Source: an optimization exercise on an open RTL-to-GDS flow (aim: small area, a short achievable clock period and few clock cycles per item). Production flows keep margins and buffers that such runs may drop.
Where RTL was checked, it was by simulation tests only, not by an equivalence proof against the original.
Power figures rest on the tool's default switching activity, not on a simulated workload.

==> build 59: inputs <==
==> flow/design.v <==
module ewma_rtt_estimator (
    input  wire        clk,
    input  wire        rst,
    input  wire        cmd_valid,
    output wire        cmd_ready,
    input  wire [1:0]  cmd_op,
    input  wire [63:0] cmd_data,
    output reg         done,
    output reg  [63:0] est_rtt,
    output reg  [63:0] dev_rtt,
    output reg  [63:0] timeout_interval,
    output reg         rtt_valid
);
    localparam [1:0] OP_UPDATE   = 2'd0;
    localparam [1:0] OP_WRITE_TO = 2'd1;
    localparam [1:0] OP_RESET    = 2'd2;
    localparam [1:0] OP_NOP      = 2'd3;
    localparam [63:0] INIT_TIMEOUT = 64'h0000_0000_0001_0000;  
    assign cmd_ready = 1'b1;
    wire accept = cmd_valid && cmd_ready;
    wire [63:0] sample = cmd_data;
    wire [66:0] est_sum = 67'd7 * {3'b000, est_rtt} + {3'b000, sample};
    wire [63:0] est_new = rtt_valid ? est_sum[66:3] : sample;
    wire [63:0] abs_diff = (sample >= est_new) ? (sample - est_new) : (est_new - sample);
    wire [65:0] dev_sum  = 66'd3 * {2'b00, dev_rtt} + {2'b00, abs_diff};
    wire [63:0] dev_new  = rtt_valid ? dev_sum[65:2] : 64'd0;
    wire [66:0] to_sum = {3'b000, est_new} + {1'b0, dev_new, 2'b00};
    wire [63:0] to_new = (to_sum[66:64] != 3'b000) ? {64{1'b1}} : to_sum[63:0];
    always @(posedge clk) begin
        if (rst) begin
            done             <= 1'b0;
            est_rtt          <= 64'd0;
            dev_rtt          <= 64'd0;
            timeout_interval <= INIT_TIMEOUT;
            rtt_valid        <= 1'b0;
        end else begin
            done <= accept;
            if (accept) begin
                case (cmd_op)
                    OP_UPDATE: begin
                        est_rtt          <= est_new;
                        dev_rtt          <= dev_new;
                        timeout_interval <= to_new;
                        rtt_valid        <= 1'b1;
                    end
                    OP_WRITE_TO: begin
                        timeout_interval <= cmd_data;
                    end
                    OP_RESET: begin
                        est_rtt          <= 64'd0;
                        dev_rtt          <= 64'd0;
                        timeout_interval <= INIT_TIMEOUT;
                        rtt_valid        <= 1'b0;
                    end
                    default: ;  
                endcase
            end
        end
    end
endmodule
==> flow/run.sh <==
#!/bin/bash
# synth_recipe.tcl (not shown) runs the flow's synth.tcl, then flattens the netlist and writes it again
# the make line also repeats each setting of config.mk as NAME=value (left out here)
make -C /OpenROAD-flow-scripts/flow DESIGN_CONFIG=/design/flow/config.mk WORK_HOME=/design/flow/orfs CLKGATE_MAP_FILE= SYNTH_SCRIPT=/design/flow/synth_recipe.tcl finish
==> flow/config.mk <==
export PLATFORM = sky130hd
export DESIGN_NAME = ewma_rtt_estimator
export DESIGN_NICKNAME = ewma_rtt_estimator
export VERILOG_FILES = /design/flow/design.v
export SDC_FILE = /design/flow/constraint.sdc
export NUM_CORES = 4
export LEC_CHECK = 0
export CAP_MARGIN = 20
export CORE_MARGIN = 2
export CORE_UTILIZATION = 40
export SLEW_MARGIN = 20
==> flow/constraint.sdc <==
create_clock -name core_clock -period 18.0 [get_ports {clk}]
set_input_delay 3.6000 -clock core_clock [delete_from_list [all_inputs] [get_ports {clk}]]
set_output_delay 3.6000 -clock core_clock [all_outputs]
set_load 0.01 [all_outputs]
==> inputs of build 63, as changes to build 59 <==
==> flow/design.v, changed modules only <==
module ewma_rtt_estimator (
    input  wire        clk,
    input  wire        rst,
    input  wire        cmd_valid,
    output wire        cmd_ready,
    input  wire [1:0]  cmd_op,
    input  wire [63:0] cmd_data,
    output reg         done,
    output reg  [63:0] est_rtt,
    output reg  [63:0] dev_rtt,
    output reg  [63:0] timeout_interval,
    output reg         rtt_valid
);
    localparam [1:0] OP_UPDATE   = 2'd0;
    localparam [1:0] OP_WRITE_TO = 2'd1;
    localparam [1:0] OP_RESET    = 2'd2;
    localparam [1:0] OP_NOP      = 2'd3;
    localparam [63:0] INIT_TIMEOUT = 64'h0000_0000_0001_0000;  
    assign cmd_ready = 1'b1;
    reg        c_valid;
    reg [1:0]  c_op;
    reg [63:0] c_data;
    always @(posedge clk) begin
        c_valid <= rst ? 1'b0 : cmd_valid;
        c_op    <= cmd_op;
        c_data  <= cmd_data;
    end
    wire a_upd = c_valid && (c_op == OP_UPDATE);
    wire a_wto = c_valid && (c_op == OP_WRITE_TO);
    wire a_clr = rst || (c_valid && (c_op == OP_RESET));
    reg [63:0] a_est;      
    reg        a_vld;      
    wire [63:0] S = c_data;
    wire [63:0] e = a_est | (S & {64{~a_vld}});
    wire [67:0] u0 = {1'b0, e, 3'b000};
    wire [67:0] u1 = {4'b1111, ~e};
    wire [67:0] u2 = {4'b0000, S};
    wire [67:0] su = u0 ^ u1 ^ u2;
    wire [67:0] cu = {((u0[66:0] & u1[66:0]) | (u0[66:0] & u2[66:0]) | (u1[66:0] & u2[66:0])), 1'b1};
    wire [3:0]  lo3 = {1'b0, su[2:0]} + {1'b0, cu[2:0]};
    wire        c3  = lo3[3];
    wire [63:0] est_new;
    pfx_add #(.W(64)) add_est (.a(su[66:3]), .b(cu[66:3]), .cin(c3), .s(est_new), .co());
    wire [64:0] d0 = {1'b0, S};
    wire [64:0] d1 = ~su[67:3];
    wire [64:0] d2 = ~cu[67:3];
    wire [64:0] sd = d0 ^ d1 ^ d2;
    wire [64:0] cd = {((d0[63:0] & d1[63:0]) | (d0[63:0] & d2[63:0]) | (d1[63:0] & d2[63:0])), ~c3};
    wire [64:0] diff;
    pfx_add #(.W(65)) add_diff (.a(sd), .b(cd), .cin(1'b1), .s(diff), .co());
    wire        neg = diff[64];
    reg [63:0] b_mag;      
    reg        b_neg;
    reg        b_upd, b_wto, b_clr, b_valid;
    reg [63:0] b_est;      
    always @(posedge clk) begin
        if (a_clr) begin
            a_est <= 64'd0;
            a_vld <= 1'b0;
        end else if (a_upd) begin
            a_est <= est_new;
            a_vld <= 1'b1;
        end
        b_mag   <= a_wto ? S : (diff[63:0] ^ {64{neg}});
        b_neg   <= neg;
        b_upd   <= a_upd && !rst;
        b_wto   <= a_wto && !rst;
        b_clr   <= a_clr;
        b_valid <= c_valid && !rst;
    end
    wire [65:0] t0 = {1'b0, dev_rtt, 1'b0};
    wire [65:0] t1 = {2'b00, dev_rtt};
    wire [65:0] t2 = {2'b00, b_mag};
    wire [65:0] x  = t0 ^ t1 ^ t2;
    wire [65:0] y  = {((t0[64:0] & t1[64:0]) | (t0[64:0] & t2[64:0]) | (t1[64:0] & t2[64:0])), b_neg};
    wire        c2 = (x[1] & y[1]) | ((x[1] ^ y[1]) & x[0] & y[0]);
    wire [63:0] dev_new;
    pfx_add #(.W(64)) add_dev (.a(x[65:2]), .b(y[65:2]), .cin(c2), .s(dev_new), .co());
    wire [66:0] v0 = {3'b000, a_est};
    wire [66:0] v1 = {1'b0, x[65:2], 2'b00};
    wire [66:0] v2 = {1'b0, y[65:2], 2'b00};
    wire [66:0] sv = v0 ^ v1 ^ v2;
    wire [66:0] cv = {((v0[65:0] & v1[65:0]) | (v0[65:0] & v2[65:0]) | (v1[65:0] & v2[65:0])), 1'b0};
    wire [66:0] cv2 = {cv[66:3], c2, cv[1:0]};    
    wire [66:0] to_sum;
    pfx_add #(.W(67)) add_to (.a(sv), .b(cv2), .cin(1'b0), .s(to_sum), .co());
    wire        ovf = |to_sum[66:64];
    always @(posedge clk) begin
        done      <= b_valid && !rst;
        est_rtt   <= a_est;
        rtt_valid <= a_vld;
        if (b_clr || rst) begin
            dev_rtt          <= 64'd0;
            timeout_interval <= INIT_TIMEOUT;
        end else if (b_upd) begin
            dev_rtt          <= dev_new;
            timeout_interval <= to_sum[63:0] | {64{ovf}};
        end else if (b_wto) begin
            timeout_interval <= b_mag;
        end
    end
endmodule
module pfx_add #(parameter W = 64) (
    input  wire [W-1:0] a,
    input  wire [W-1:0] b,
    input  wire         cin,
    output wire [W-1:0] s,
    output wire         co
);
    wire [W-1:0] p = a ^ b;
    reg  [W-1:0] g, t, ng, nt;
    integer i, l, d;
    always @* begin
        g = a & b;
        t = p;
        g[0] = g[0] | (p[0] & cin);
        for (l = 1; l < W; l = l * 2) begin
            ng = g; nt = t;
            for (i = 0; i < W; i = i + 1)
                if (((i / l) % 2) == 1) begin
                    d = (i / l) * l - 1;
                    ng[i] = g[i] | (t[i] & g[d]);
                    nt[i] = t[i] & t[d];
                end
            g = ng; t = nt;
        end
    end
    assign s  = p ^ {g[W-2:0], cin};
    assign co = g[W-1];
endmodule
==> flow/flow/run.sh (new file) <==
#!/bin/bash
set -euo pipefail
MARGIN=$(cat flow/margin.txt)
bash standard.sh SETUP_SLACK_MARGIN="$MARGIN" finish > standard_flow.log 2>&1
==> flow/flow/margin.txt (new file) <==
13
==> flow/standard.sh (new file) <==
#!/bin/bash
# synth_recipe.tcl (not shown) runs the flow's synth.tcl, then flattens the netlist and writes it again
# the make line also repeats each setting of config.mk as NAME=value (left out here)
make -C /OpenROAD-flow-scripts/flow DESIGN_CONFIG=/design/flow/config.mk WORK_HOME=/design/flow/orfs CLKGATE_MAP_FILE= SYNTH_SCRIPT=/design/flow/synth_recipe.tcl "${@:-finish}"
removed: flow/run.sh
==> comparison <==
- Of build 59 and build 63, build 59 has the higher design area (gap 2.7%, measured against build 63).
- Synthesized area: build 63 is smaller than build 59 (about 7%).
- Against build 63, the clock-buffer cell count of build 59 is lower by 47.
- Between build 63 and build 59, the lower sequential power is in build 59 (gap 140%, measured against build 59).
- Between build 63 and build 59, the lower combinational power is in build 59 (gap about 50%, measured against build 59).
- Between build 63 and build 59, the lower first-iteration DRC count is in build 63 (gap 44%, measured against build 59).
- Of build 59 and build 63, build 59 has the higher final cell count (gap 30%, measured against build 63).
- Global-route usage: build 63 is lower than build 59 (9.4 points).
==> figures <==
metric	build 59	build 63
Switching share of total power	49.8%	40.3%
Cell row count	102	98
Layout cell share with drive strength beyond 1	12.1%	17.6%
Result of the run	timing/DRC/antenna clean	timing/DRC/antenna clean
Fraction of area in non-clock buffers	15.6%	11.0%
Setup slack of the critical path after layout	0.711 ns	12.43 ns
Number of cells on the worst reg-to-reg path	56	22
Via count of the first global-routing pass	32800	23200
Cell type with the largest total area after synthesis	ha_1	dfxtp_1
Post-synthesis instance area	0.0312 mm²	0.0291 mm²
Achievable frequency	57.8 MHz	179 MHz
Clock sink count	194	395
Critical path depth in cells	56	22
GP Congestion	1.00	0.884
GR met1 Demand/Resource	35.1%	32.6%
Synthesized-area fraction occupied by ao, oa, aoi and oai cells	30.6%	17.4%
Clock-pin transition on the worst setup and hold timing paths	0.09 ns	0.06 ns
Wire length of the first global-routing pass	202 mm	137 mm
Testbench counts of build 59, summed over its fixed seeds: cycles 12,000, items 12,000.
The RTL of build 63 was laid out without a check of its function.

-- re-timing with driven ports --
How much do the figures lean on ideal ports? The routed layouts below were timed once more, with nothing changed but the port constraints. Step 1 sets driving cells, clkbuf_16 on the clock port and buf_2 on the other inputs (assumed; they add their load-dependent delay and slew). Step 2, shift: input delay + t, output delay - t, t = (earliest + latest rising clock arrival at the registers) / 2. This alone moves slack from input paths to output paths. Slacks: no drivers / after step 1 / after step 2; pairs: no drivers / after step 1.
| run | t (ns) | slack for setup (ns) | worst setup path after step 2 | pins driven straight from the clock port |
|---|---|---|---|---|
| build 59 | 0.601 | 0.711 / 0.743 / 0.141 | input to register | 1 |
| build 63 | 0.659 | 12.426 / 12.426 / 12.426 | register to register | 1 |
After both steps setup and hold are still met in every run listed. The setup slack of build 59, which loses most, moves by +0.032 ns with the drivers and by -0.570 ns with both steps.
